What follows belongs to an exercise in optimizing a design on an open flow for small area, a short achievable clock period and few clock cycles; a production flow would make more cautious choices.
RTL that was checked went through simulation tests only; none was proved equivalent to the original.
The RTL of run 2 was laid out without a check of its function.
Power is estimated from default activity; no workload was simulated.

### config.mk
export PLATFORM = sky130hd
export DESIGN_NAME = frame_block
export DESIGN_NICKNAME = frame_block
export VERILOG_FILES = /design/flow/design.v
export SDC_FILE = /design/flow/constraint.sdc
export NUM_CORES = 4
export LEC_CHECK = 0
export CAP_MARGIN = 30
export CORE_MARGIN = 2
export CORE_UTILIZATION = 40
export PLACE_DENSITY = 0.6
export SLEW_MARGIN = 30
### constraint.sdc
create_clock -name core_clock -period 9.0 [get_ports {clk}]
set_input_delay 1.8000 -clock core_clock [delete_from_list [all_inputs] [get_ports {clk}]]
set_output_delay 1.8000 -clock core_clock [all_outputs]
set_load 0.01 [all_outputs]
### design.v
module frame_block (
    input  wire        clk,
    input  wire        rst,
    input  wire        in_valid,
    input  wire [7:0]  in_data,
    output wire        in_ready,
    output wire        ovf,
    output wire        res_valid,
    input  wire        res_ack,
    output wire [3:0]  res_err,
    output wire [7:0]  res_dlen,
    output wire [31:0] res_msg_id,
    output wire [7:0]  res_ch_off,
    output wire [7:0]  res_ch_len,
    output wire [7:0]  res_ct_off,
    output wire [7:0]  res_ct_len,
    output wire [7:0]  res_pl_off,
    output wire [15:0] res_pl_len,
    output wire [31:0] res_crc_expected,
    output wire [31:0] res_crc_actual,
    input  wire [6:0]  rd_addr,
    output wire [7:0]  rd_data
);
    localparam CAP         = 128;
    localparam MAX_PAYLOAD = 100;
    localparam E_NONE      = 4'd0;
    localparam E_COBS_EOF  = 4'd2;
    localparam E_VERSION   = 4'd3;
    localparam E_LENGTH    = 4'd4;
    localparam E_CH_LONG   = 4'd5;
    localparam E_CT_LONG   = 4'd6;
    localparam E_CH_UTF8   = 4'd7;
    localparam E_CT_UTF8   = 4'd8;
    localparam E_PL_LEN    = 4'd9;
    localparam E_PL_LARGE  = 4'd10;
    localparam E_CRC       = 4'd11;
    localparam P_CSTR  = 4'd0;
    localparam P_TLEN  = 4'd1;
    localparam P_TSTR  = 4'd2;
    localparam P_PL0   = 4'd3;
    localparam P_PL1   = 4'd4;
    localparam P_PAY   = 4'd5;
    localparam P_CRC   = 4'd6;
    localparam P_END   = 4'd7;
    localparam P_TRAIL = 4'd8;
    reg        collecting;
    reg        pending;       
    reg        ovf_r;
    reg [7:0]  len;           
    reg [7:0]  cnt;           
    reg        zpend;         
    reg [6:0]  wr;            
    reg        ver_ok;
    reg [7:0]  decl_lo;
    reg        decl_hi_nz;
    reg [31:0] msg_id;
    reg [7:0]  ch_len;
    reg [3:0]  phase;
    reg [7:0]  rem;
    reg [1:0]  u_need;
    reg [3:0]  u_rk;          
    reg        ch_bad, ct_bad;
    reg        p_big;
    reg [7:0]  pl_lo;
    reg [31:0] crc;
    reg [3:0]  err;
    reg [7:0]  ct_off, ct_len, pl_off;
    reg [6:0]  pl_len;
    reg [31:0] crc_exp;
    reg [7:0]  buffer [8:CAP-2];
    function [31:0] crc_byte(input [31:0] c, input [7:0] b);
        integer i;
        reg [31:0] r;
        begin
            r = c ^ {b, 24'h0};
            for (i = 0; i < 8; i = i + 1)
                r = r[31] ? ((r << 1) ^ 32'h04C11DB7) : (r << 1);
            crc_byte = r;
        end
    endfunction
    wire        take    = in_valid && in_ready;
    wire        is_code = (len == 8'd0) || (cnt == 8'd0);
    wire        b_zero  = (in_data == 8'h00);
    wire        full    = len[7];
    wire        store   = take && collecting && !b_zero && !full;
    wire [7:0]  d       = is_code ? 8'h00 : in_data;      
    wire        emit    = store && (!is_code || (zpend && len != 8'd0));
    wire        early   = (wr[6:3] == 4'd0);              
    reg        u_bad;
    reg [1:0]  u_need_nx;
    reg [3:0]  u_rk_nx;
    always @(*) begin
        u_bad     = 1'b0;
        u_need_nx = 2'd0;
        u_rk_nx   = 4'd0;
        if (u_need != 2'd0) begin
            if (d[7:6] != 2'b10) u_bad = 1'b1;
            if (u_rk[0] && !d[5]) u_bad = 1'b1;
            if (u_rk[1] &&  d[5]) u_bad = 1'b1;
            if (u_rk[2] && d[5:4] == 2'b00) u_bad = 1'b1;
            if (u_rk[3] && d[5:4] != 2'b00) u_bad = 1'b1;
            u_need_nx = u_need - 2'd1;
        end else if (d <= 8'h7F) begin
            u_need_nx = 2'd0;
        end else if (d >= 8'hC2 && d <= 8'hDF) begin
            u_need_nx = 2'd1;
        end else if (d == 8'hE0) begin
            u_need_nx = 2'd2; u_rk_nx = 4'b0001;
        end else if (d == 8'hED) begin
            u_need_nx = 2'd2; u_rk_nx = 4'b0010;
        end else if (d >= 8'hE1 && d <= 8'hEF) begin
            u_need_nx = 2'd2;
        end else if (d == 8'hF0) begin
            u_need_nx = 2'd3; u_rk_nx = 4'b0100;
        end else if (d >= 8'hF1 && d <= 8'hF3) begin
            u_need_nx = 2'd3;
        end else if (d == 8'hF4) begin
            u_need_nx = 2'd3; u_rk_nx = 4'b1000;
        end else begin
            u_bad = 1'b1;
        end
    end
    wire        s_last  = (rem == 8'd1);
    wire        s_bad   = u_bad || (s_last && u_need_nx != 2'd0);
    reg [3:0]  err_nx;
    always @(*) begin
        if (cnt != 8'd0)                                        err_nx = E_COBS_EOF;
        else if (wr == 7'd0)                                    err_nx = E_LENGTH;
        else if (!ver_ok)                                       err_nx = E_VERSION;
        else if (wr < 7'd3 || decl_hi_nz ||
                 decl_lo != {1'b0, wr} - 8'd1)                  err_nx = E_LENGTH;
        else if (wr < 7'd7)                                     err_nx = E_LENGTH;
        else if (wr == 7'd7 || phase == P_CSTR)                 err_nx = E_CH_LONG;
        else if (ch_bad)                                        err_nx = E_CH_UTF8;
        else if (phase == P_TLEN || phase == P_TSTR)            err_nx = E_CT_LONG;
        else if (ct_bad)                                        err_nx = E_CT_UTF8;
        else if (phase != P_END && phase != P_TRAIL)            err_nx = E_PL_LEN;
        else if (pl_len > MAX_PAYLOAD)                          err_nx = E_PL_LARGE;
        else if (phase == P_TRAIL)                              err_nx = E_LENGTH;
        else if (crc != crc_exp)                                err_nx = E_CRC;
        else                                                    err_nx = E_NONE;
    end
    always @(posedge clk) begin
        ovf_r <= 1'b0;
        if (rst) begin
            collecting <= 1'b0;
            pending    <= 1'b0;
            len        <= 8'd0;
        end else begin
            if (pending && res_ack)
                pending <= 1'b0;
            if (take) begin
                if (!collecting) begin
                    if (b_zero) begin
                        collecting <= 1'b1;
                        len        <= 8'd0;
                    end
                end else if (b_zero) begin
                    if (len != 8'd0) begin
                        err        <= err_nx;
                        pending    <= 1'b1;
                        collecting <= 1'b0;
                        len        <= 8'd0;
                    end
                end else if (full) begin
                    ovf_r      <= 1'b1;
                    collecting <= 1'b0;
                    len        <= 8'd0;
                end else begin
                    len <= len + 8'd1;
                end
            end
        end
    end
    always @(posedge clk) begin
        if (store) begin
            if (is_code) begin
                cnt   <= in_data - 8'd1;
                zpend <= (in_data != 8'hFF);
            end else begin
                cnt   <= cnt - 8'd1;
            end
            if (len == 8'd0)
                wr <= 7'd0;
            else if (emit)
                wr <= wr + 7'd1;
        end
    end
    always @(posedge clk) begin
        if (wr == 7'd0) ver_ok          <= (d == 8'h01);
        if (wr == 7'd1) decl_lo         <= d;
        if (wr == 7'd2) decl_hi_nz      <= (d != 8'h00);
        if (wr == 7'd3) msg_id[7:0]     <= d;
        if (wr == 7'd4) msg_id[15:8]    <= d;
        if (wr == 7'd5) msg_id[23:16]   <= d;
        if (wr == 7'd6) msg_id[31:24]   <= d;
        if (wr == 7'd7) ch_len          <= d;
    end
    genvar gi;
    generate
        for (gi = 8; gi < CAP - 1; gi = gi + 1) begin : g_buf
            always @(posedge clk)
                if (wr == gi) buffer[gi] <= d;
        end
    endgenerate
    always @(posedge clk) begin
        if (store && len == 8'd0)
            crc <= 32'hFFFFFFFF;
        else if (emit) begin
            if (early || phase <= P_PAY)
                crc <= crc_byte(crc, d);
            if (early) begin
                if (wr == 7'd7) begin
                    rem    <= d;
                    phase  <= (d == 8'd0) ? P_TLEN : P_CSTR;
                    u_need <= 2'd0;
                    ch_bad <= 1'b0;
                end
            end else begin
                case (phase)
                P_CSTR: begin
                    u_need <= u_need_nx; u_rk <= u_rk_nx;
                    rem    <= rem - 8'd1;
                    if (s_bad) ch_bad <= 1'b1;
                    if (s_last) phase <= P_TLEN;
                end
                P_TLEN: begin
                    ct_len <= d;
                    ct_off <= {1'b0, wr} + 8'd1;
                    rem    <= d;
                    phase  <= (d == 8'd0) ? P_PL0 : P_TSTR;
                    u_need <= 2'd0;
                    ct_bad <= 1'b0;
                end
                P_TSTR: begin
                    u_need <= u_need_nx; u_rk <= u_rk_nx;
                    rem    <= rem - 8'd1;
                    if (s_bad) ct_bad <= 1'b1;
                    if (s_last) phase <= P_PL0;
                end
                P_PL0: begin
                    pl_lo <= d;
                    phase <= P_PL1;
                end
                P_PL1: begin
                    pl_off <= {1'b0, wr} + 8'd1;
                    pl_len <= pl_lo[6:0];
                    p_big  <= (d != 8'd0) || pl_lo[7];
                    rem    <= pl_lo;
                    phase  <= (d == 8'd0 && pl_lo == 8'd0) ? P_CRC : P_PAY;
                end
                P_PAY: begin
                    rem <= rem - 8'd1;
                    if (s_last && !p_big) phase <= P_CRC;
                end
                P_CRC: begin
                    crc_exp <= {d, crc_exp[31:8]};
                    rem     <= rem + 8'd1;
                    if (rem[1:0] == 2'd3) phase <= P_END;
                end
                default: phase <= P_TRAIL;
                endcase
            end
        end
    end
    reg [7:0] rd_mux;
    always @(*) begin
        case (rd_addr)
        7'd0: rd_mux = 8'h01;
        7'd1: rd_mux = decl_lo;
        7'd2: rd_mux = 8'h00;
        7'd3: rd_mux = msg_id[7:0];
        7'd4: rd_mux = msg_id[15:8];
        7'd5: rd_mux = msg_id[23:16];
        7'd6: rd_mux = msg_id[31:24];
        7'd7: rd_mux = ch_len;
        7'd127: rd_mux = 8'h00;
        default: rd_mux = buffer[rd_addr];
        endcase
    end
    assign in_ready         = !(pending && collecting);
    assign ovf              = ovf_r;
    assign res_valid        = pending;
    assign res_err          = err;
    assign res_dlen         = {1'b0, wr};
    assign res_msg_id       = msg_id;
    assign res_ch_off       = 8'd8;
    assign res_ch_len       = ch_len;
    assign res_ct_off       = ct_off;
    assign res_ct_len       = ct_len;
    assign res_pl_off       = pl_off;
    assign res_pl_len       = {9'd0, pl_len};
    assign res_crc_expected = crc_exp;
    assign res_crc_actual   = crc;
    assign rd_data          = rd_mux;
endmodule
### run.sh
#!/bin/bash
# synth_recipe.tcl (not shown) runs the flow's synth.tcl, then flattens the netlist and writes it again
# the make line also repeats each setting of config.mk as NAME=value (left out here)
make -C /OpenROAD-flow-scripts/flow DESIGN_CONFIG=/design/flow/config.mk WORK_HOME=/design/flow/orfs CLKGATE_MAP_FILE= SYNTH_SCRIPT=/design/flow/synth_recipe.tcl finish
==> results of run 1 <==
## per-layer routing
metal,vias to the layer above,routed length [um]
met2,3149,90700
met1,17000,75700
met4,8,17800
met5,-,60
met3,750,32500
li1,13000,-
## area by class of cell
cell class              count  area, sq um  area share
multi-input cells        1713        11900       0.216
diodes                      3         7.51    0.000136
repair buffers            366         3330      0.0603
clock inverters            63          492     0.00890
well taps                1524         1910      0.0345
clock buffers             158         3170      0.0575
flip-flops and latches   1157        34300       0.621
inverters                  25         98.8     0.00179
## through the flow
stage	hold WS, ns	worst slack (ns)
2_1_floorplan	0.451	3.03
3_3_place_gp	0.480	0.638
3_5_place_dp	0.468	0.634
4_1_cts	0.495	0.610
5_1_grt	0.507	0.364
6_report	0.491	0.170
## registers in the layout, indices dropped and copies added (netlist names), 2 cells and up
register and flops:
u_rk 4, decl_lo 8, buffer 952, msg_id 32, err 4, phase 4, crc_exp 32, ch_len 8
pl_lo 8, crc 32, cnt 8, u_need 2, pl_len 7, ct_off 8, ct_len 8, pl_off 8
rem 8, wr 7, len 8
## logic make-up after synthesis
kind of cell / Yosys count / synth area share
DFF: 1157 / 0.735
and+or+nand+nor: 760 / 0.0819
muxes: 11 / 0.00244
adders and majority gates: 11 / 0.00295
other: 2 / 0.000161
xor gates and xnor gates: 139 / 0.0283
buffers and inverters: 238 / 0.0228
AOI/OAI and AO/OA: 774 / 0.126
## report_power, final
group	total [mW]	switching [mW]	internal [mW]
combinational	0.483	0.314	0.169
clock	4.78	2.19	2.59
sequential	5.84	0.0177	5.82
## layout by cell type, fill, tap and decap left out, drive strengths merged, types with 44 or more instances in the layout
cell type      netlist  layout
a222oi              46      46
nor3                45      45
a22o                44      44
nand4               54      54
o22ai               69      69
buf                 83     196
nor2               290     290
clkbuf             130     158
nand3               58      58
nand2              123     123
a22oi              270     270
a21oi               73      73
clkinv               0      57
clkdlybuf4s50        0     170
o21ai               48      48
xor2                47      47
edfxtp            1114    1114
a32oi               72      72
xnor2               90      90
## worst min path at each step
stage | startpoint | endpoint | slack, ns | cells after the start
4_1_cts | pl_lo[2] | pl_len[2] | 0.49 | 0
3_3_place_gp | crc_exp[11] | crc_exp[3] | 0.48 | 0
6_report | pl_lo[2] | pl_len[2] | 0.49 | 0
5_1_grt | pl_lo[1] | pl_len[1] | 0.51 | 0
2_1_floorplan | pl_lo[0] | pl_len[0] | 0.45 | 0
3_5_place_dp | pl_lo[2] | pl_len[2] | 0.47 | 0
==> out/qor.txt, run 1 <==
Worst R2R Path Depth: 8
Worst Setup SP: rd_addr[6]
Share of the synthesized area in the top cell type: 0.717
CTS root buffer: clkbuf_16
Routed len/inst: 43.2 um
First-pass GRT wire length: 286 mm
Post-Syn Instances: 3092
GRT Resource Usage Total: 0.353
Die area: 119000 sq um
Post-route DRC: 0
Final net count: 3411
RSZ-0062 raised after global routing: false
Die W: 346 um
Critical path buffers and inverters: 7
# rows: 125
Crit path capture type: output pin
Worst-path cell chain: clkdlybuf4s50_1 -> buf_4 -> nand3b_1 -> buf_4 -> nor2_1 -> a222oi_1 -> buf_4 -> nand3_1 -> nor4_1 -> buf_4 -> nand4_1 -> nor4_1 -> buf_4 -> o21ai_1 -> clkdlybuf4s50_1
Worst rel slew slack: 0.248
Clock buffer depth: 3
CP Max Fanout: 18
Worst setup path end: rd_data[1]
Initial DRC count: 6471
Port Buffers: 175
Post-CTS setup buffers: 0
Flop and latch count out of synthesis: 1157
Share of cells above drive strength 1: 0.146
Hold_buf cts: 0
Met2 Use GR: 0.508
Synth Area per Inst: 15.1 sq um
Met3 Use GR: 0.132
CP Data Required Time: 7.20 ns
Final hold viol count: 0
Hold Crit Class: register to register
Clock sink total: 1157
DP HPWL: 148 mm
Overflow after GRT: 0
Post-DRT Antenna Nets: 0
Layout area overhead: 18.3%
Vias in the first global route: 31500
Finished Layout Cells: 5009
Final setup violation count: 0
Routability Congestion: 1.12
LEAKAGE: 17.8 nW
Initial antenna violation count: 11
Crit-path slowest cell: clkdlybuf4s50_1
CORE AREA: 116000 sq um
Fin. max-slew vios: 0
CP Launch Type: input pin
Final Skew: 0.0636 ns
R2R Setup Slk: 4.96 ns
Ys flop type: edfxtp_1
Most used routing layer: met2
Most frequent cell after synthesis: edfxtp_1
Maximum VDD drop: 0.185 mV
Setup_tns: 0 ns
Total power: 11.1 mW
Most used cell, CP: buf_4
Tcrit/Tclk final: 0.981
Initial core utilization: 0.403
DP Area: 51500 sq um
Yosys cell types: 87
CP Data Arrival Time: 7.03 ns
CTS tree: done
Fill cells: 10100
Post-synth EDFFs: 1114
Clk slew on worst S/H paths: 0.06 ns
Gates resized, CTS repair: 0
Vias: 34000
Placed Instances: 4782
Grt met1 use: 0.447
Top cells by area, synth: edfxtp_1 (72%), a22oi_1 (4.3%), nor2_1 (2.3%), dfxtp_1 (1.8%), xnor2_1 (1.6%)
Cell Area, Synth: 46700 sq um
Drt first pass iters: 9
Largest net degree at the start of global routing: 81
RR Startpoint: len[0]
Final Util: 0.477
Routed WL: 217 mm
Worst-Margin Slew: 1.13 ns
Die Height: 346 um
Critical path type: input pin to output pin
Htree depth: 3
Register area share after synthesis: 0.735
Largest delay share family, worst path: buffers and inverters
Max-cap violations: 0
Fin area: 55200 sq um
Num ports: 194
Power Density: 201 nW/um^2
Ys async rst share: 0
Num CTS Buffers: 118
Status: complete, no violations
FMAX: 0.113 GHz
Crit path largest cell delay: 0.77 ns
Critical path depth: 15
Warning count from the yosys run: 66
DR vias/cell: 6.78
Fin crit period: 8.83 ns
Synth area leader: edfxtp_1
Reg2reg end: buffer[30][3]
Commonest cells post-synth: edfxtp_1 (1114), nor2_1 (290), a22oi_1 (270), clkbuf_1 (130), nand2_1 (123)
Latest clock arrival within the worst-skew pair: 0.77 ns
Testbench counts, summed over its fixed seeds: cycles 12,749.
==> run 2: changes to the inputs <==
--- a/design.v
+++ b/design.v
@@ -61,10 +61,9 @@
     reg [3:0]  u_rk;          
     reg        ch_bad, ct_bad;
     reg        p_big;
-    reg [7:0]  pl_lo;
     reg [31:0] crc;
     reg [3:0]  err;
-    reg [7:0]  ct_off, ct_len, pl_off;
+    reg [7:0]  ct_len, pl_off;
     reg [6:0]  pl_len;
     reg [31:0] crc_exp;
     reg [7:0]  buffer [8:CAP-2];
@@ -226,7 +225,6 @@
                 end
                 P_TLEN: begin
                     ct_len <= d;
-                    ct_off <= {1'b0, wr} + 8'd1;
                     rem    <= d;
                     phase  <= (d == 8'd0) ? P_PL0 : P_TSTR;
                     u_need <= 2'd0;
@@ -239,15 +237,14 @@
                     if (s_last) phase <= P_PL0;
                 end
                 P_PL0: begin
-                    pl_lo <= d;
+                    rem   <= d;                  
                     phase <= P_PL1;
                 end
                 P_PL1: begin
                     pl_off <= {1'b0, wr} + 8'd1;
-                    pl_len <= pl_lo[6:0];
-                    p_big  <= (d != 8'd0) || pl_lo[7];
-                    rem    <= pl_lo;
-                    phase  <= (d == 8'd0 && pl_lo == 8'd0) ? P_CRC : P_PAY;
+                    pl_len <= rem[6:0];
+                    p_big  <= (d != 8'd0) || rem[7];
+                    phase  <= (d == 8'd0 && rem == 8'd0) ? P_CRC : P_PAY;
                 end
                 P_PAY: begin
                     rem <= rem - 8'd1;
@@ -263,20 +260,19 @@
             end
         end
     end
-    reg [7:0] rd_mux;
+    wire [127:0] rsel = 128'd1 << rd_addr;
+    reg  [7:0]   rd_mux;
+    integer      ri;
     always @(*) begin
-        case (rd_addr)
-        7'd0: rd_mux = 8'h01;
-        7'd1: rd_mux = decl_lo;
-        7'd2: rd_mux = 8'h00;
-        7'd3: rd_mux = msg_id[7:0];
-        7'd4: rd_mux = msg_id[15:8];
-        7'd5: rd_mux = msg_id[23:16];
-        7'd6: rd_mux = msg_id[31:24];
-        7'd7: rd_mux = ch_len;
-        7'd127: rd_mux = 8'h00;
-        default: rd_mux = buffer[rd_addr];
-        endcase
+        rd_mux = ({8{rsel[0]}} & 8'h01)
+               | ({8{rsel[1]}} & decl_lo)
+               | ({8{rsel[3]}} & msg_id[7:0])
+               | ({8{rsel[4]}} & msg_id[15:8])
+               | ({8{rsel[5]}} & msg_id[23:16])
+               | ({8{rsel[6]}} & msg_id[31:24])
+               | ({8{rsel[7]}} & ch_len);
+        for (ri = 8; ri < CAP - 1; ri = ri + 1)
+            rd_mux = rd_mux | ({8{rsel[ri]}} & buffer[ri]);
     end
     assign in_ready         = !(pending && collecting);
     assign ovf              = ovf_r;
@@ -286,7 +282,7 @@
     assign res_msg_id       = msg_id;
     assign res_ch_off       = 8'd8;
     assign res_ch_len       = ch_len;
-    assign res_ct_off       = ct_off;
+    assign res_ct_off       = ch_len + 8'd9;
     assign res_ct_len       = ct_len;
     assign res_pl_off       = pl_off;
     assign res_pl_len       = {9'd0, pl_len};
--- a/config.mk
+++ b/config.mk
@@ -8,5 +8,7 @@
 export CAP_MARGIN = 30
 export CORE_MARGIN = 2
 export CORE_UTILIZATION = 40
+export CTS_BUF_LIST = sky130_fd_sc_hd__clkbuf_4 sky130_fd_sc_hd__clkbuf_8
 export PLACE_DENSITY = 0.6
+export SETUP_SLACK_MARGIN = 3
 export SLEW_MARGIN = 30
==> run 2 against run 1 <==
  * Global-route usage fell by 2.0 points
  * Via count rose by 3.5%
  * Largest cell class unchanged
  * Synthesized cell count fell by 1.1%
  * Non-clock buffer count rose by 127
  * Register-to-register slack got worse by 0.17 ns
  * Still clean on timing, DRC and antenna
==> out/qor.txt, run 2 <==
Status: complete, no violations
Final hold viol count: 0 (unchanged)
CP Data Required Time: 7.20 ns (about the same)
Routability Congestion: 1.08 (-3.7%)
Crit path capture type: output pin
Vias in the first global route: 32500 (+3.1%)
RSZ-0062 raised after global routing: true
Post-synth EDFFs: 1098 (-1.4%)
Met2 Use GR: 0.456 (-0.0527)
Die area: 118000 sq um (-0.89%)
Worst R2R Path Depth: 7 (-1)
Final Skew: 0.0695 ns (+0.00589 ns)
Warning count from the yosys run: 2 (-97%)
CTS root buffer: clkbuf_8
Initial DRC count: 7623 (+18%)
Share of the synthesized area in the top cell type: 0.713 (-0.00385)
CORE AREA: 115000 sq um (-1.2%)
CTS tree: done
Hold Crit Class: register to register
Flop and latch count out of synthesis: 1141 (-1.4%)
Port Buffers: 175 (unchanged)
LEAKAGE: 20.6 nW (+16%)
Max reg flops: 952 (unchanged)
Max-cap violations: 0 (unchanged)
DR vias/cell: 6.76 (-0.29%)
Finished Layout Cells: 5201 (+3.8%)
Critical path type: input pin to output pin
Most frequent cells in the layout: edfxtp_1 (1098), buf_4 (218), a22oi_1 (210)
Synth Area per Inst: 15.1 sq um (+0.23%)
Register area share after synthesis: 0.731 (-0.00369)
Initial antenna violation count: 10 (-1)
Hold Path Origin: len[0]
DP HPWL: 126 mm (-15%)
Layout area overhead: 24.2%
Final setup violation count: 0 (unchanged)
Latest clock arrival within the worst-skew pair: 0.90 ns (+0.13 ns)
Met3 Use GR: 0.171 (+0.0397)
Post-route DRC: 0 (unchanged)
Commonest non-fill, non-tap cell in the layout: edfxtp_1
CP Launch Type: input pin
Worst Setup SP: rd_addr[4]
Most used routing layer: met2
GRT Resource Usage Total: 0.333 (-0.0197)
Worst setup path end: rd_data[7]
Setup_tns: 0 ns (unchanged)
Final worst slack: 2.52 ns (+2.35 ns)
Largest net degree at the start of global routing: 98 (+21%)
Num ports: 194 (unchanged)
Die Height: 344 um (-0.45%)
Hold path depth: 2 (+2)
Vias: 35200 (+3.5%)
Yosys cell types: 100 (+15%)
Ys flop type: edfxtp_1
Synth area leader: edfxtp_1
Clock sink total: 1141 (-1.4%)
Htree depth: 4 (+1)
Post-placement setup slack: 0.577 ns (-0.0570 ns)
Fill cells: 9637 (-4.3%)
Post-DRT Antenna Nets: 0 (unchanged)
Overflow after GRT: 0 (unchanged)
FMAX: 0.154 GHz (+36%)
First-pass GRT wire length: 270 mm (-5.5%)
Clk slew on worst S/H paths: 0.05 ns (about the same)
Worst rel slew slack: 0.226 (-0.0223)
Final Util: 0.502 (+0.0251)
# rows: 124 (-0.80%)
Num CTS Buffers: 184 (+56%)
Tcrit/Tclk final: 0.720 (-0.261)
CP Data Arrival Time: 4.68 ns (-2.35 ns)
Clock buffer depth: 3 (unchanged)
Fin crit period: 6.48 ns (-2.35 ns)
Fin. max-slew vios: 0 (unchanged)
Reg2reg end: buffer[93][4]
Maximum VDD drop: 0.147 mV (-20%)
Worst-Margin Slew: 1.16 ns (+0.0318 ns)
Routed WL: 202 mm (-6.9%)
Commonest cells post-synth: edfxtp_1 (1098), a22oi_1 (237), nor2_1 (212), nand2_1 (146), nand3_1 (131)
Drt first pass iters: 11 (+2)
Placed Instances: 4720 (-1.3%)
Post-Syn Instances: 3057 (-1.1%)
Most frequent cell after synthesis: edfxtp_1
Ys async rst share: 0 (unchanged)
Power Density: 189 nW/um^2 (-6.2%)
Final net count: 3573 (+4.7%)
R2R Setup Slk: 4.79 ns (-0.17 ns)
Share of cells above drive strength 1: 0.257 (+0.110)
Cell Area, Synth: 46300 sq um (-0.90%)
Grt met1 use: 0.424 (-0.0227)
Initial core utilization: 0.404 (+0.00122)
CP Max Fanout: 6 (-12)
RR Startpoint: len[0]
Top cells by area, synth: edfxtp_1 (71%), a22oi_1 (3.8%), dfxtp_1 (1.9%), nor2_1 (1.7%), xnor2_1 (1.6%)
Top reg by flops: buffer
Die W: 344 um (-0.45%)
Routed len/inst: 38.8 um (-10%)
WHS: 0.488 ns (-0.00338 ns)
[run 2: what timing repair did]
item / 4_1_cts / 5_1_grt
setup buffers: 101 / 28
pin swaps: 93 / 57
resized for setup: 318 / 44
cloned: 14 / 4
hold buffers: 0 / 0
setup endpoints to repair: 8 / 8
[run 2: how the worst min path moves through the flow]
| stage | to | slack [ns] |
|---|---|---|
| after global routing | len[0] | 0.52 |
| after floorplan | pl_len[3] | 0.42 |
| after global placement | crc_exp[5] | 0.48 |
| after CTS | len[0] | 0.50 |
| final | len[0] | 0.49 |
| after detailed placement | crc_exp[1] | 0.49 |
[run 2: cells by family (layout without fill, tap and decap cells)]
| family | Yosys count | count (layout) | synth area share |
|---|---|---|---|
| buffers and inverters | 248 | 851 | 0.0262 |
| DFF | 1141 | 1141 | 0.731 |
| AOI/OAI and AO/OA | 737 | 737 | 0.118 |
| xor gates and xnor gates | 138 | 138 | 0.0315 |
| and+or+nand+nor | 748 | 752 | 0.0814 |
| muxes | 31 | 31 | 0.00784 |
| adders and majority gates | 12 | 12 | 0.00325 |
| other | 2 | 27 | 0.000162 |
[run 2: worst max-delay path: stages]
cell and delay [ns]:
buf_12 0.12, buf_8 0.13, nor3b_2 0.43, buf_4 0.29
a31oi_1 0.13, nor4b_2 0.83, a21oi_1 0.19, nand4_1 0.19
a2111oi_4 0.06, nand4_1 0.29, buf_2 0.20
[run 2: stage by stage]
step,power [mW],cell area (sq um)
2_1_floorplan,6.09,46300
3_3_place_gp,6.27,50500
3_5_place_dp,6.27,50800
4_1_cts,10.8,56700
5_1_grt,11.0,57400
6_report,10.8,57400
[run 2: power breakdown]
group	switching, mW	total [mW]	internal [mW]	leakage (nW)
combinational	0.337	0.541	0.204	6.13
clock	2.19	4.53	2.34	1.91
sequential	0.0170	5.76	5.74	12.5
total	2.55	10.8	8.29	20.6
[run 2: layout make-up]
| cell class | instances | area, sq um | share of cell area |
|---|---|---|---|
| multi-input combinational | 1688 | 12700 | 0.221 |
| sequential | 1141 | 33800 | 0.589 |
| inverter | 34 | 158 | 0.00274 |
| tap | 1512 | 1890 | 0.0329 |
| antenna | 9 | 22.5 | 0.000392 |
| clock buffer | 246 | 3020 | 0.0526 |
| clock inverter | 78 | 574 | 0.0100 |
| timing repair buffer | 493 | 5220 | 0.0908 |
[run 2: routing by layer]
layer / share of wire / vias up
met5: 0.0014 / -
met4: 0.074 / 14
met3: 0.18 / 909
met2: 0.40 / 3735
met1: 0.35 / 17300
li1: - / 13200
==> run 3: changes to the inputs <==
--- a/design.v
+++ b/design.v
@@ -260,19 +260,36 @@
             end
         end
     end
-    wire [127:0] rsel = 128'd1 << rd_addr;
-    reg  [7:0]   rd_mux;
-    integer      ri;
+    wire [7:0] row [0:127];
+    assign row[0] = 8'h01;
+    assign row[1] = decl_lo;
+    assign row[2] = 8'h00;
+    assign row[3] = msg_id[7:0];
+    assign row[4] = msg_id[15:8];
+    assign row[5] = msg_id[23:16];
+    assign row[6] = msg_id[31:24];
+    assign row[7] = ch_len;
+    assign row[127] = 8'h00;
+    genvar gr;
+    generate
+        for (gr = 8; gr < CAP - 1; gr = gr + 1) begin : g_row
+            assign row[gr] = buffer[gr];
+        end
+    endgenerate
+    wire [15:0]  lo_hot = 16'd1 << rd_addr[3:0];
+    wire [7:0] hi_hot = 8'd1 << rd_addr[6:4];
+    reg  [7:0]  grp [0:7];
+    reg  [7:0]  rd_mux;
+    integer     gi2, gj2;
     always @(*) begin
-        rd_mux = ({8{rsel[0]}} & 8'h01)
-               | ({8{rsel[1]}} & decl_lo)
-               | ({8{rsel[3]}} & msg_id[7:0])
-               | ({8{rsel[4]}} & msg_id[15:8])
-               | ({8{rsel[5]}} & msg_id[23:16])
-               | ({8{rsel[6]}} & msg_id[31:24])
-               | ({8{rsel[7]}} & ch_len);
-        for (ri = 8; ri < CAP - 1; ri = ri + 1)
-            rd_mux = rd_mux | ({8{rsel[ri]}} & buffer[ri]);
+        for (gi2 = 0; gi2 < 8; gi2 = gi2 + 1) begin
+            grp[gi2] = 8'h00;
+            for (gj2 = 0; gj2 < 16; gj2 = gj2 + 1)
+                grp[gi2] = grp[gi2] | ({8{lo_hot[gj2]}} & row[gi2 * 16 + gj2]);
+        end
+        rd_mux = 8'h00;
+        for (gi2 = 0; gi2 < 8; gi2 = gi2 + 1)
+            rd_mux = rd_mux | ({8{hi_hot[gi2]}} & grp[gi2]);
     end
     assign in_ready         = !(pending && collecting);
     assign ovf              = ovf_r;
--- a/config.mk
+++ b/config.mk
@@ -8,7 +8,9 @@
 export CAP_MARGIN = 30
 export CORE_MARGIN = 2
 export CORE_UTILIZATION = 40
-export CTS_BUF_LIST = sky130_fd_sc_hd__clkbuf_4 sky130_fd_sc_hd__clkbuf_8
-export PLACE_DENSITY = 0.6
-export SETUP_SLACK_MARGIN = 3
+export CTS_BUF_LIST = sky130_fd_sc_hd__clkbuf_8 sky130_fd_sc_hd__clkbuf_16
+export CTS_CLUSTER_DIAMETER = 80
+export CTS_CLUSTER_SIZE = 20
+export PLACE_DENSITY = 0.75
+export SETUP_SLACK_MARGIN = 4
 export SLEW_MARGIN = 30
==> run 3 against run 2 <==
  * Sequential share of layout area up 5.9 points
  * Power is 15% lower
  * Clock power shrank about 30%
  * First-iteration DRC count shrank 33%
  * Maximum frequency rose by 6.5%
  * Via count decreased by 19%
  * Still clean
  * Flip-flop and latch count unchanged
  * Sequential power hardly changed
==> out/qor.txt, run 3 <==
Die area: 113000 sq um (-4.3%)
Overflow after GRT: 0 (unchanged)
Hold_buf cts: 0 (unchanged)
Clock Power Share: 0.342 (-0.077)
Flop and latch count out of synthesis: 1141 (unchanged)
Worst-path cell chain: clkdlybuf4s50_1 -> nand3_2 -> a31oi_1 -> nor4_1 -> nand4_1 -> buf_2
RSZ-0062 raised after global routing: true
Fin crit period: 6.08 ns (-0.397 ns)
Synth area leader: edfxtp_1
R2R Setup Slk: 5.15 ns (+0.36 ns)
Share of the synthesized area in the top cell type: 0.745 (+0.0322)
Post-route DRC: 0 (unchanged)
Largest delay share family, worst path: buffers and inverters
Latest clock arrival within the worst-skew pair: 0.67 ns (-0.23 ns)
Ys flop type: edfxtp_1
Tcrit/Tclk final: 0.676 (-0.0441)
Largest net degree at the start of global routing: 110 (+12%)
Final net count: 2979 (-17%)
# rows: 122 (-1.6%)
Placed Instances: 4295 (-9.0%)
Met2 Use GR: 0.373 (-0.0827)
Post-synth EDFFs: 1098 (unchanged)
Post-DRT Antenna Nets: 0 (unchanged)
Switching Share: 0.210 (-0.0249)
Final setup violation count: 0 (unchanged)
Register area share after synthesis: 0.764 (+0.0330)
Clock sink total: 1141 (unchanged)
Reg2reg end: crc[10]
Clock buffer depth: 3 (unchanged)
Warning count from the yosys run: 3 (+1)
Crit path largest cell delay: 0.78 ns (-0.05 ns)
Setup_tns: 0 ns (unchanged)
Grt met1 use: 0.312 (-0.112)
Max-cap violations: 0 (unchanged)
Drt first pass iters: 6 (-5)
Hold Crit Class: register to register
Maximum VDD drop: 0.134 mV (-9.1%)
Share of cells above drive strength 1: 0.147 (-0.109)
CTS root buffer: clkbuf_16
Num CTS Buffers: 68 (-63%)
CTS tree: done
Initial DRC count: 5145 (-33%)
Port Buffers: 175 (unchanged)
Top reg by flops: buffer
First-pass GRT wire length: 199 mm (-26%)
Int Pwr: 7.30 mW (-12%)
Status: complete, no violations
Commonest cells post-synth: edfxtp_1 (1098), nor2_1 (208), a22oi_1 (195), a221oi_1 (147), a22o_1 (146)
Met3 Use GR: 0.0782 (-0.0931)
Top cells by area, synth: edfxtp_1 (74%), a22oi_1 (3.3%), a221oi_1 (2.9%), a22o_1 (2.9%), dfxtp_1 (1.9%)
FMAX: 0.164 GHz (+6.5%)
LEAKAGE: 18.1 nW (-12%)
Routability Congestion: 0.898 (-17%)
CP Max Fanout: 9 (+3)
Htree depth: 3 (-1)
Critical path type: input pin to output pin
Hold path depth: 0 (-2)
Power Density: 177 nW/um^2 (-6.0%)
Hold Path Origin: crc_exp[9]
WHS: 0.499 ns (+0.0112 ns)
Switch Pwr: 1.95 mW (-24%)
CORE AREA: 110000 sq um (-3.7%)
Final hold viol count: 0 (unchanged)
Critical path buffers and inverters: 2 (-2)
Most frequent cell after synthesis: edfxtp_1
Crit-path slowest cell: clkdlybuf4s50_1
Die W: 337 um (-2.2%)
GRT Resource Usage Total: 0.243 (-0.0905)
Most used routing layer: met2
Worst rel slew slack: 0.286 (+0.0595)
Cell Area, Synth: 44300 sq um (-4.3%)
Worst-Margin Slew: 1.07 ns (-0.0904 ns)
Worst R2R Path Depth: 12 (+5)
Hold Path End: crc_exp[1]
Crit path capture type: output pin
Num ports: 194 (unchanged)
Commonest non-fill, non-tap cell in the layout: edfxtp_1
Clk slew on worst S/H paths: 0.08 ns (+0.03 ns)
Post-Syn Instances: 2732 (-11%)
CP Data Required Time: 7.20 ns (about the same)
DP HPWL: 81.7 mm (-35%)
Ys async rst share: 0 (unchanged)
Yosys cell types: 69 (-31%)
Max reg flops: 952 (unchanged)
Routed WL: 142 mm (-29%)
Fin. max-slew vios: 0 (unchanged)
RR Startpoint: len[0]
Most frequent cells in the layout: edfxtp_1 (1098), a22oi_1 (189), nor2_1 (166)
Combinational power share: 0.037 (-0.013)
Routed len/inst: 32.0 um (-18%)
Part of the power in registers: 0.622 (+0.091)
Vias in the first global route: 27300 (-16%)
Vias: 28600 (-19%)
Finished Layout Cells: 4455 (-14%)
CP Launch Type: input pin
Initial core utilization: 0.402 (-0.00240)
Die Height: 337 um (-2.2%)
Layout area overhead: 17.9%
DR vias/cell: 6.42 (-5.1%)
Synth Area per Inst: 16.2 sq um (+7.1%)
Initial antenna violation count: 3 (-7)
Final Skew: 0.0486 ns (-0.0209 ns)
CP Data Arrival Time: 4.28 ns (-0.40 ns)
run 3: how the worst max path moves through the flow:
stage,from,end,slack (ns),cells after the start
2_1_floorplan,rd_addr[1],rd_data[7],3.73,11
3_3_place_gp,rd_addr[3],rd_data[1],1.0,10
3_5_place_dp,rd_addr[3],rd_data[1],0.97,10
4_1_cts,rd_addr[3],rd_data[4],3.06,11
5_1_grt,rd_addr[3],rd_data[4],2.93,11
6_report,rd_addr[5],rd_data[3],2.92,6
run 3: cells by family (layout without fill, tap and decap cells):
family,after synthesis,after routing,synth area share
xor gates and xnor gates,139,139,0.0315
other,2,20,0.000170
buffers and inverters,198,412,0.0184
AOI/OAI and AO/OA,695,695,0.121
adders and majority gates,12,12,0.00339
muxes,10,10,0.00226
DFF,1141,1141,0.764
and+or+nand+nor,535,538,0.0586
run 3: power by group through the flow:
stage          clock network [mW]  logic [mW]  registers [mW]
2_1_floorplan                   0       0.181            5.87
3_3_place_gp                    0       0.269            5.87
3_5_place_dp                    0       0.272            5.87
4_1_cts                      3.13       0.319            5.75
5_1_grt                      3.31       0.351            5.75
6_report                     3.16       0.340            5.75
run 3: routing by layer:
layer	wire, um	vias to the layer above
li1	-	11400
met1	48500	14100
met2	64200	2582
met3	21600	534
met4	8150	6
met5	24	-
run 3: layout make-up:
class	instances	area (sq um)
repair buffers	297	3360
fillers	9044	58000
clock inverters	16	126
diodes	2	5.00
well taps	1488	1860
multi-input cells	1412	11100
inverters	28	125
clock buffers	71	1780
flip-flops and latches	1141	33800
run 3: worst register-to-register path, cell delays in order (launching register included):
cell,delay (ns)
dfxtp_1,0.34
inv_1,0.06
ha_1,0.13
or4b_4,0.47
nor4_2,0.60
nor2_1,0.35
nand2_1,0.27
inv_4,0.20
xnor2_2,0.43
xnor2_1,0.30
xor3_1,0.40
nor2_1,0.10
a21oi_1,0.06
run 3: timing repair:
action / in CTS / in global routing
pin swaps: 56 / 45
setup endpoints to repair: 8 / 8
setup buffers: 49 / 3
gates cloned: 12 / 4
gates resized for setup: 233 / 65
endpoints found under the hold margin: 0 / 0
run 3: stage by stage:
stage	area, sq um	power, mW	worst slack (ns)	util
6_report	52200	9.25	2.92	0.474
2_1_floorplan	44700	6.05	3.73	-
4_1_cts	51600	9.20	3.06	0.468
3_3_place_gp	48000	6.14	0.996	0.435
3_5_place_dp	48100	6.14	0.974	0.436
5_1_grt	52200	9.41	2.93	0.474
Testbench counts of run 3, summed over its fixed seeds: cycles 12,749.
==> run 4: changes to the inputs <==
==> flow/run.sh (new file) <==
#!/bin/bash
# The standard layout (standard.sh: standard synthesis, floorplan, place,
# CTS, route), with one change: buffer_ports makes the port buffers from the
# smallest buffer cell instead of the cell it picks by itself. Repair still
# resizes the buffers on critical ports. The full make output goes to
# standard_flow.log; ORFS's per-step logs stay under orfs/logs/.
set -euo pipefail
export BUFFER_PORTS_ARGS="-buffer_cell sky130_fd_sc_hd__buf_1"
bash standard.sh finish > standard_flow.log 2>&1
==> standard.sh (new file) <==
#!/bin/bash
# synth_recipe.tcl (not shown) runs the flow's synth.tcl, then flattens the netlist and writes it again
# the make line also repeats each setting of config.mk as NAME=value (left out here)
make -C /OpenROAD-flow-scripts/flow DESIGN_CONFIG=/design/flow/config.mk WORK_HOME=/design/flow/orfs CLKGATE_MAP_FILE= SYNTH_SCRIPT=/design/flow/synth_recipe.tcl "${@:-finish}"
removed: run.sh
==> run 4 against run 3 <==
  * Clock skew shrank 0.010 ns
  * Worst setup slack lost 0.069 ns
  * Largest cell class unchanged
  * Wire length shrank 2.2%
  * Critical endpoint unchanged
  * Combinational power shrank 4%
  * Flip-flop and latch count is the same
  * Clock power grew 1%
==> out/qor.txt, run 4 <==
Hold_buf cts: 0 (unchanged)
RSZ-0062 raised after global routing: true
Share of the synthesized area in the top cell type: 0.745 (unchanged)
Routability Congestion: 0.918 (+2.2%)
Crit path largest cell delay: 0.69 ns (-0.09 ns)
Most frequent cells in the layout: edfxtp_1 (1098), a22oi_1 (191), nor2_1 (166)
Post-synth EDFFs: 1098 (unchanged)
Fin crit period: 6.15 ns (+0.0685 ns)
Max-cap violations: 0 (unchanged)
Ys async rst share: 0 (unchanged)
Vias in the first global route: 26700 (-2.1%)
Routed len/inst: 31.2 um (-2.4%)
Synth area leader: edfxtp_1
First-pass GRT wire length: 194 mm (-2.6%)
Tcrit/Tclk final: 0.683 (+0.00762)
Overflow after GRT: 0 (unchanged)
Largest family of logic cells by synthesized area: compound AO/OA/AOI/OAI gates
Post-Syn Instances: 2732 (unchanged)
Commonest non-fill, non-tap cell in the layout: edfxtp_1
Routed WL: 139 mm (-2.2%)
Ys flop type: edfxtp_1
DR vias/cell: 6.39 (-0.39%)
Final net count: 2985 (+0.20%)
Register area share after synthesis: 0.764 (unchanged)
Worst-Margin Slew: 1.12 ns (+0.0538 ns)
Worst-path cell chain: buf_12 -> nand2b_4 -> buf_12 -> nor3_4 -> buf_12 -> buf_16 -> a222oi_1 -> a31oi_4 -> nor4_4 -> nand4_1 -> buf_2
Layout area overhead: 15.5%
CP Max Fanout: 6 (-3)
Synth Area per Inst: 16.2 sq um (unchanged)
Largest net degree at the start of global routing: 104 (-5.5%)
Initial DRC count: 4811 (-6.5%)
Die Height: 337 um (unchanged)
Clk slew on worst S/H paths: 0.08 ns (about the same)
Cell Area, Synth: 44300 sq um (unchanged)
CP Data Required Time: 7.20 ns (about the same)
CTS root buffer: clkbuf_16
Top reg by flops: buffer
Share of cells above drive strength 1: 0.143 (-0.00400)
Final worst slack: 2.85 ns (-0.0685 ns)
Post-Synth Simple-Gate Area: 0.0586 (unchanged)
WHS: 0.524 ns (+0.0248 ns)
Die W: 337 um (unchanged)
DP HPWL: 80.9 mm (-1.0%)
Die area: 113000 sq um (unchanged)
CTS tree: done
Port Buffers: 175 (unchanged)
Mux cell area share after synthesis: 0.00226 (unchanged)
Top cells by area, synth: edfxtp_1 (74%), a22oi_1 (3.3%), a221oi_1 (2.9%), a22o_1 (2.9%), dfxtp_1 (1.9%)
CORE AREA: 110000 sq um (unchanged)
CP Launch Type: input pin
GRT Resource Usage Total: 0.237 (-0.00616)
Clock sink total: 1141 (unchanged)
Fin area: 51100 sq um (-2.1%)
Xor and xnor area share after synthesis: 0.0315 (unchanged)
Adder-Cell Fraction of Synth Area: 0.00339 (unchanged)
Drt first pass iters: 9 (+3)
Crit-path slowest cell: a222oi_1
Clock buffer depth: 3 (unchanged)
Status: complete, no violations
Hold Crit Class: register to register
Post-route DRC: 0 (unchanged)
Latest clock arrival within the worst-skew pair: 0.68 ns (about the same)
Post-DRT Antenna Nets: 0 (unchanged)
Final setup violation count: 0 (unchanged)
Initial core utilization: 0.402 (unchanged)
Yosys cell types: 69 (unchanged)
R2R Setup Slk: 5.12 ns (-0.03 ns)
Most frequent cell after synthesis: edfxtp_1
Initial antenna violation count: 7 (+4)
Critical path type: input pin to output pin
DP Area: 46900 sq um (-2.4%)
Setup_tns: 0 ns (unchanged)
CP Data Arrival Time: 4.35 ns (+0.07 ns)
Vias: 28600 (-0.14%)
Finished Layout Cells: 4466 (+0.25%)
Fin. max-slew vios: 0 (unchanged)
Maximum VDD drop: 0.145 mV (+8.3%)
Commonest cells post-synth: edfxtp_1 (1098), nor2_1 (208), a22oi_1 (195), a221oi_1 (147), a22o_1 (146)
Num CTS Buffers: 69 (+1.5%)
Worst rel slew slack: 0.250 (-0.0360)
Power Density: 181 nW/um^2 (+2.4%)
FMAX: 0.163 GHz (-1.1%)
Final hold viol count: 0 (unchanged)
Htree depth: 3 (unchanged)
# rows: 122 (unchanged)
Num ports: 194 (unchanged)
LEAKAGE: 17.7 nW (-2.3%)
Most used cell, CP: buf_12
Flop and latch count out of synthesis: 1141 (unchanged)
Crit path capture type: output pin
Post-placement setup slack: 1.72 ns (+0.750 ns)
Warning count from the yosys run: 3 (unchanged)
Fill cells: 9177 (+1.5%)
Placed Instances: 4297 (+0.047%)
Compound-Gate Fraction of Synth Area: 0.121 (unchanged)
Max reg flops: 952 (unchanged)
Final Skew: 0.0385 ns (-0.0101 ns)
run 4: cell count changes in the layout (fill, tap and decap cells not counted), moves of 6 or more:
cell / delta
clkdlybuf4s50_1: -162
and3_4: +6
buf_1: +164
a221oi_1: +7
run 4: what timing repair did:
item / CTS / global route
gates cloned: 10 / 2
pin swaps: 51 / 48
setup endpoints to repair: 8 / 8
gates resized for setup: 193 / 69
buffers inserted: 32 / 27
run 4: cells by family (layout without fill, tap and decap cells):
logic type | after synthesis | count (layout)
mux | 10 | 10
fa+ha+maj | 12 | 12
buf+inv | 198 | 419
xor+xnor | 139 | 139
simple gates | 535 | 537
flops | 1141 | 1141
compound gates | 695 | 695
other cells | 2 | 25
run 4: report_power, final:
group / switching [mW] / leakage, nW / internal [mW]
logic: 0.196 / 4.20 / 0.129
registers: 0.0180 / 12.5 / 5.73
clock network: 1.74 / 0.983 / 1.46
total: 1.95 / 17.7 / 7.32
run 4: final cells by class:
cell class | count | area [sq um] | area share
Antenna cell | 7 | 17.5 | 0.000343
Clock buffer | 72 | 1790 | 0.0350
Clock inverter | 16 | 183 | 0.00357
Inverter | 28 | 125 | 0.00245
Multi-Input combinational cell | 1411 | 10900 | 0.214
Sequential cell | 1141 | 33800 | 0.662
Tap cell | 1488 | 1860 | 0.0364
Timing Repair Buffer | 303 | 2370 | 0.0464
run 4: metrics by stage:
step | utilization | power [mW]
2_1_floorplan | - | 6.05
3_3_place_gp | 0.425 | 6.12
3_5_place_dp | 0.426 | 6.13
4_1_cts | 0.457 | 9.22
5_1_grt | 0.464 | 9.45
6_report | 0.464 | 9.27
run 4: worst paths after layout:
check	start	endpoint	depth (start not counted)
worst max-delay path	rd_addr[3]	rd_data[3]	11
worst min-delay path	crc_exp[8]	crc_exp[0]	0
worst max register to register	len[0]	cnt[7]	10
worst min register to register	crc_exp[8]	crc_exp[0]	0
run 4: layer usage:
layer	share of wire	GRT usage	vias to the layer above
met1	0.34	0.305	14100
met2	0.45	0.361	2546
li1	-	-	11400
met3	0.15	0.0813	480
met5	0.00034	0.00383	-
met4	0.056	0.108	6
run 4: worst max-delay path, delay by kind of cell:
family,cells,cell delay [ns]
buffers and inverters,5,0.80
AOI/OAI and AO/OA,2,0.91
and+or+nand+nor,4,0.81
==> run 5: changes to the inputs <==
--- a/design.v
+++ b/design.v
@@ -50,6 +50,8 @@
     reg [7:0]  cnt;           
     reg        zpend;         
     reg [6:0]  wr;            
+    reg [6:0]  kturn;         
+    reg [6:0]  slip;          
     reg        ver_ok;
     reg [7:0]  decl_lo;
     reg        decl_hi_nz;
@@ -66,7 +68,7 @@
     reg [7:0]  ct_len, pl_off;
     reg [6:0]  pl_len;
     reg [31:0] crc_exp;
-    reg [7:0]  buffer [8:CAP-2];
+    reg [7:0]  ring [0:CAP-1];
     function [31:0] crc_byte(input [31:0] c, input [7:0] b);
         integer i;
         reg [31:0] r;
@@ -85,6 +87,7 @@
     wire [7:0]  d       = is_code ? 8'h00 : in_data;      
     wire        emit    = store && (!is_code || (zpend && len != 8'd0));
     wire        early   = (wr[6:3] == 4'd0);              
+    wire        inline  = (slip == 7'd0);
     reg        u_bad;
     reg [1:0]  u_need_nx;
     reg [3:0]  u_rk_nx;
@@ -172,6 +175,16 @@
         end
     end
     always @(posedge clk) begin
+        if (store && len == 8'd0) begin
+            kturn <= 7'd127;
+            slip  <= 7'd0;
+        end else begin
+            kturn <= kturn + 7'd1;
+            if (!emit)
+                slip <= slip + 7'd1;
+        end
+    end
+    always @(posedge clk) begin
         if (store) begin
             if (is_code) begin
                 cnt   <= in_data - 8'd1;
@@ -195,13 +208,12 @@
         if (wr == 7'd6) msg_id[31:24]   <= d;
         if (wr == 7'd7) ch_len          <= d;
     end
-    genvar gi;
-    generate
-        for (gi = 8; gi < CAP - 1; gi = gi + 1) begin : g_buf
-            always @(posedge clk)
-                if (wr == gi) buffer[gi] <= d;
-        end
-    endgenerate
+    integer ri;
+    always @(posedge clk) begin
+        ring[0] <= inline ? d : ring[CAP-1];
+        for (ri = 1; ri < CAP; ri = ri + 1)
+            ring[ri] <= ring[ri-1];
+    end
     always @(posedge clk) begin
         if (store && len == 8'd0)
             crc <= 32'hFFFFFFFF;
@@ -260,38 +272,48 @@
             end
         end
     end
-    wire [7:0] row [0:127];
-    assign row[0] = 8'h01;
-    assign row[1] = decl_lo;
-    assign row[2] = 8'h00;
-    assign row[3] = msg_id[7:0];
-    assign row[4] = msg_id[15:8];
-    assign row[5] = msg_id[23:16];
-    assign row[6] = msg_id[31:24];
-    assign row[7] = ch_len;
-    assign row[127] = 8'h00;
-    genvar gr;
+    wire [2:0]  al  = rd_addr[2:0];
+    wire [3:0]  ah  = rd_addr[6:3];
+    wire [2:0]  kl  = kturn[2:0];
+    wire [3:0]  kh  = kturn[6:3];
+    wire        bor = (al > kl);
+    reg  [7:0]  lo_hot;
+    reg  [15:0] e_hi, hi_hot;
+    reg  [7:0]  rd_mux;
+    wire [7:0]  ring_rd;
+    wire [CAP*8-1:0] ring_flat;
+    genvar      gf;
     generate
-        for (gr = 8; gr < CAP - 1; gr = gr + 1) begin : g_row
-            assign row[gr] = buffer[gr];
+        for (gf = 0; gf < CAP; gf = gf + 1) begin : g_flat
+            assign ring_flat[gf*8 +: 8] = ring[gf];
         end
     endgenerate
-    wire [15:0]  lo_hot = 16'd1 << rd_addr[3:0];
-    wire [7:0] hi_hot = 8'd1 << rd_addr[6:4];
-    reg  [7:0]  grp [0:7];
-    reg  [7:0]  rd_mux;
+    frame_block_rdsel u_rdsel (
+        .lo_hot(lo_hot), .hi_hot(hi_hot), .slots(ring_flat), .q(ring_rd)
+    );
     integer     gi2, gj2;
     always @(*) begin
-        for (gi2 = 0; gi2 < 8; gi2 = gi2 + 1) begin
-            grp[gi2] = 8'h00;
-            for (gj2 = 0; gj2 < 16; gj2 = gj2 + 1)
-                grp[gi2] = grp[gi2] | ({8{lo_hot[gj2]}} & row[gi2 * 16 + gj2]);
-        end
-        rd_mux = 8'h00;
-        for (gi2 = 0; gi2 < 8; gi2 = gi2 + 1)
-            rd_mux = rd_mux | ({8{hi_hot[gi2]}} & grp[gi2]);
+        for (gj2 = 0; gj2 < 8; gj2 = gj2 + 1)
+            lo_hot[gj2] = (al == kl - gj2[2:0]);
+        for (gi2 = 0; gi2 < 16; gi2 = gi2 + 1)
+            e_hi[gi2] = (ah == kh - gi2[3:0]);
+        for (gi2 = 0; gi2 < 16; gi2 = gi2 + 1)
+            hi_hot[gi2] = bor ? e_hi[(gi2 + 1) % 16] : e_hi[gi2];
+        case (al)
+        3'd0: rd_mux = 8'h01;
+        3'd1: rd_mux = decl_lo;
+        3'd2: rd_mux = 8'h00;
+        3'd3: rd_mux = msg_id[7:0];
+        3'd4: rd_mux = msg_id[15:8];
+        3'd5: rd_mux = msg_id[23:16];
+        3'd6: rd_mux = msg_id[31:24];
+        default: rd_mux = ch_len;
+        endcase
+        if (ah != 4'd0)
+            rd_mux = ring_rd;
     end
-    assign in_ready         = !(pending && collecting);
+    assign in_ready         = !(pending && collecting) &&
+                              !(collecting && len != 8'd0 && !inline);
     assign ovf              = ovf_r;
     assign res_valid        = pending;
     assign res_err          = err;
@@ -307,3 +329,21 @@
     assign res_crc_actual   = crc;
     assign rd_data          = rd_mux;
 endmodule
+module frame_block_rdsel (
+    input  wire [7:0]    lo_hot,
+    input  wire [15:0]   hi_hot,
+    input  wire [1023:0] slots,
+    output reg  [7:0]    q
+);
+    reg [7:0] grp;
+    integer   h, i;
+    always @(*) begin
+        q = 8'h00;
+        for (h = 0; h < 16; h = h + 1) begin
+            grp = 8'h00;
+            for (i = 0; i < 8; i = i + 1)
+                grp = grp | ({8{lo_hot[i]}} & slots[(h * 8 + i) * 8 +: 8]);
+            q = q | ({8{hi_hot[h]}} & grp);
+        end
+    end
+endmodule
--- a/config.mk
+++ b/config.mk
@@ -14,3 +14,5 @@
 export PLACE_DENSITY = 0.75
 export SETUP_SLACK_MARGIN = 4
 export SLEW_MARGIN = 30
+export SYNTH_HIERARCHICAL = 1
+export SYNTH_MINIMUM_KEEP_SIZE = 0
==> run 5 against run 4 <==
  * Clock skew is 0.010 ns lower
  * First-iteration DRC count is 31% lower
  * Die area is 14% lower
  * Area after synthesis is 14% lower
  * Non-clock buffer count is 21 lower
  * Final area is 13% lower
  * Power is 24% higher
  * Critical path type unchanged
  * Critical endpoint is now rd_data[1]
  * Highest routed layer unchanged
==> out/qor.txt, run 5 <==
Status: complete, no violations
Initial DRC count: 3322 (-31%)
Total power: 11.5 mW (+24%)
Hold_buf cts: 0 (unchanged)
Commonest non-fill, non-tap cell in the layout: dfxtp_1
Share of the synthesized area in the top cell type: 0.569 (-0.176)
Clock Power Share: 0.283 (-0.062)
Port Buffers: 175 (unchanged)
Crit path capture type: output pin
Routability Congestion: 0.919 (+0.11%)
RSZ-0062 raised after global routing: true
Post-route DRC: 0 (unchanged)
Clk slew on worst S/H paths: 0.08 ns (about the same)
Worst-Margin Slew: 0.876 ns (-0.246 ns)
Share of cells above drive strength 1: 0.127 (-0.0161)
CP Launch Type: input pin
Fin crit period: 6.54 ns (+0.391 ns)
Final hold viol count: 0 (unchanged)
Ys async rst share: 0 (unchanged)
Post-Syn Instances: 2952 (+8.1%)
Power Density: 259 nW/um^2 (+43%)
Register area share after synthesis: 0.684 (-0.0804)
Flop and latch count out of synthesis: 1227 (+7.5%)
Vias: 26200 (-8.2%)
Switch Pwr: 3.56 mW (+82%)
DP HPWL: 60.4 mm (-25%)
Xor and xnor area share after synthesis: 0.0459 (+0.0144)
Cell Area, Synth: 38000 sq um (-14%)
Top cells by area, synth: dfxtp_1 (57%), edfxtp_1 (12%), a22oi_1 (10%), a41oi_1 (2.3%), xnor2_1 (1.9%)
Int Pwr: 7.91 mW (+8.0%)
Compound-Gate Fraction of Synth Area: 0.166 (+0.0446)
Adder-Cell Fraction of Synth Area: 0.00855 (+0.00516)
Max reg flops: 1024 (+7.6%)
Met3 Use GR: 0.0384 (-0.0429)
Max-cap violations: 0 (unchanged)
Largest delay share family, worst path: buffers and inverters
GRT Resource Usage Total: 0.213 (-0.0234)
Clock sink total: 1227 (+7.5%)
Combinational power share: 0.226 (+0.191)
CTS root buffer: clkbuf_16
Post-synth EDFFs: 146 (-87%)
Fin. max-slew vios: 0 (unchanged)
FMAX: 0.153 GHz (-6.0%)
Grt met1 use: 0.273 (-0.0322)
Post-DRT Antenna Nets: 0 (unchanged)
CORE AREA: 94600 sq um (-14%)
Initial core utilization: 0.402 (+0.000635)
Mux cell area share after synthesis: 0.00796 (+0.00570)
Drt first pass iters: 7 (-2)
DR vias/cell: 5.92 (-7.3%)
Initial antenna violation count: 4 (-3)
Part of the power in registers: 0.490 (-0.130)
Final net count: 3184 (+6.7%)
Final Skew: 0.0280 ns (-0.0105 ns)
Post-Synth Simple-Gate Area: 0.0540 (-0.00457)
Most frequent cell after synthesis: dfxtp_1
CP Data Required Time: 7.20 ns (about the same)
Critical path buffers and inverters: 6 (+1)
Commonest cells post-synth: dfxtp_1 (1081), a22oi_1 (523), edfxtp_1 (146), a41oi_1 (99), nand2_1 (96)
Top reg by flops: ring
Routed WL: 110 mm (-21%)
Maximum VDD drop: 0.201 mV (+39%)
Fill cells: 7893 (-14%)
Critical path type: input pin to output pin
Switching Share: 0.311 (+0.100)
Clock buffer depth: 3 (unchanged)
Yosys cell types: 80 (+16%)
LEAKAGE: 15.2 nW (-14%)
Die W: 312 um (-7.2%)
DP Area: 39800 sq um (-15%)
Synth area leader: dfxtp_1
CTS tree: done
Placed Instances: 4251 (-1.1%)
Largest net degree at the start of global routing: 96 (-7.7%)
Worst-path cell chain: buf_6 -> buf_12 -> xnor2_4 -> buf_12 -> xor2_4 -> nor3b_4 -> buf_6 -> buf_16 -> a22oi_1 -> a41oi_1 -> a2111oi_4 -> nand4_1 -> nor2_2 -> a21oi_2 -> buf_2
Tcrit/Tclk final: 0.727 (+0.0434)
Latest clock arrival within the worst-skew pair: 0.64 ns (-0.04 ns)
Layout area overhead: 16.4%
Vias in the first global route: 25700 (-3.6%)
Die Height: 312 um (-7.2%)
Worst rel slew slack: 0.415 (+0.165)
# rows: 113 (-7.4%)
Setup_tns: 0 ns (unchanged)
Fin area: 44300 sq um (-13%)
Overflow after GRT: 0 (unchanged)
Met2 Use GR: 0.343 (-0.0182)
Htree depth: 3 (unchanged)
Warning count from the yosys run: 9 (+6)
Crit path largest cell delay: 0.36 ns (-0.33 ns)
First-pass GRT wire length: 161 mm (-17%)
Die area: 97600 sq um (-14%)
Num CTS Buffers: 72 (+4.3%)
Most frequent cells in the layout: dfxtp_1 (1081), a22oi_1 (493), buf_1 (162)
CP Data Arrival Time: 4.74 ns (+0.39 ns)
Finished Layout Cells: 4425 (-0.92%)
Crit-path slowest cell: a41oi_1
CP Max Fanout: 24 (+18)
Synth Area per Inst: 12.9 sq um (-20%)
Hold Crit Class: register to register
Ys flop type: dfxtp_1
Most used routing layer: met2
Num ports: 194 (unchanged)
Largest family of logic cells by synthesized area: compound AO/OA/AOI/OAI gates
Final setup violation count: 0 (unchanged)
Routed len/inst: 24.9 um (-20%)
==> run 5: what timing repair did <==
action,4_1_cts,5_1_grt
pin swaps,61,29
buffers inserted,46,10
resized for setup,233,53
setup endpoints to repair,8,8
gates cloned,21,1
==> run 5: cell type report <==
cell class / instances / area (sq um) / share of cell area
diodes: 1 / 2.50 / 0.0000565
multi-input cells: 1500 / 12200 / 0.274
clock buffers: 74 / 1840 / 0.0416
well taps: 1265 / 1580 / 0.0357
inverters: 56 / 236 / 0.00534
repair buffers: 282 / 2290 / 0.0516
clock inverters: 20 / 158 / 0.00356
flip-flops and latches: 1227 / 26000 / 0.588
==> run 5: cells by family (layout without fill, tap and decap cells) <==
family / count (synthesis) / in the layout
flops: 1227 / 1227
compound gates: 847 / 849
simple gates: 402 / 404
buf+inv: 245 / 432
xor+xnor: 177 / 177
fa+ha+maj: 26 / 26
mux: 26 / 26
other cells: 2 / 19
==> run 5: worst paths after layout <==
kind	start	to	slack, ns	cells after the start
worst max register to register	cnt[5]	crc[12]	5.05	10
worst min register to register	ring[51][1]	ring[52][1]	0.34	0
worst min-delay path	ring[51][1]	ring[52][1]	0.34	0
worst max-delay path	rd_addr[2]	rd_data[1]	2.46	15
==> run 5: power groups by stage <==
stage	Sequential, mW	Clock, mW	Combinational [mW]
2_1_floorplan	5.72	0	1.09
3_3_place_gp	5.74	0	1.62
3_5_place_dp	5.74	0	1.63
4_1_cts	5.62	3.25	2.32
5_1_grt	5.63	3.45	2.61
6_report	5.62	3.25	2.60
==> run 5: layer usage <==
metal | routed length (um) | share of wire | vias to the layer above
li1 | - | - | 11300
met1 | 43700 | 0.40 | 13100
met2 | 51400 | 0.47 | 1450
met3 | 8810 | 0.080 | 333
met4 | 6260 | 0.057 | 6
met5 | 36 | 0.00033 | -
==> run 5: metrics by stage <==
stage	worst slack, ns	util	hold slack, ns
final	2.46	0.468	0.342
after global routing	2.45	0.468	0.344
after CTS	2.59	0.464	0.336
after detailed placement	1.57	0.421	0.336
after global placement	1.45	0.420	0.332
after floorplan	3.43	-	0.331
==> run 5: Yosys stat by module, one instance, submodules excluded <==
module             cells inside  cell area [sq um]  times used  flops+latches
frame_block                2148              32100           1           1227
frame_block_rdsel           804               5940           1              0
Testbench counts of run 5, summed over its fixed seeds: cycles 12,749.

-- what the ideal ports hide --
In the flow no input, the clock included, has a driving cell. The finished layouts below were timed again as built, in two steps. Step 1 sets driving cells, clkbuf_16 on the clock port and buf_2 on the other inputs (assumed; they add their load-dependent delay and slew). Step 2 times the ports against the registers' clock, not the clock port: input delays grow and output delays shrink by t, the midpoint of the rising clock arrivals with the driver on. Three values: ideal ports, drivers, drivers and shift; two values: the first two.
run	t, ns	slack for setup (ns)	worst setup path after step 2
run 1	0.807	0.170 / 0.145 / 0.145	input to output
run 2	0.958	2.523 / 2.392 / 2.392	input to output
run 3	0.722	2.920 / 2.834 / 2.834	input to output
run 4	0.724	2.852 / 2.700 / 2.700	input to output
run 5	0.693	2.461 / 2.428 / 2.428	input to output
After both steps every run listed still meets setup and hold. For run 4, which loses most, drivers alone change the setup slack by -0.152 ns; drivers and shift together by -0.152 ns.
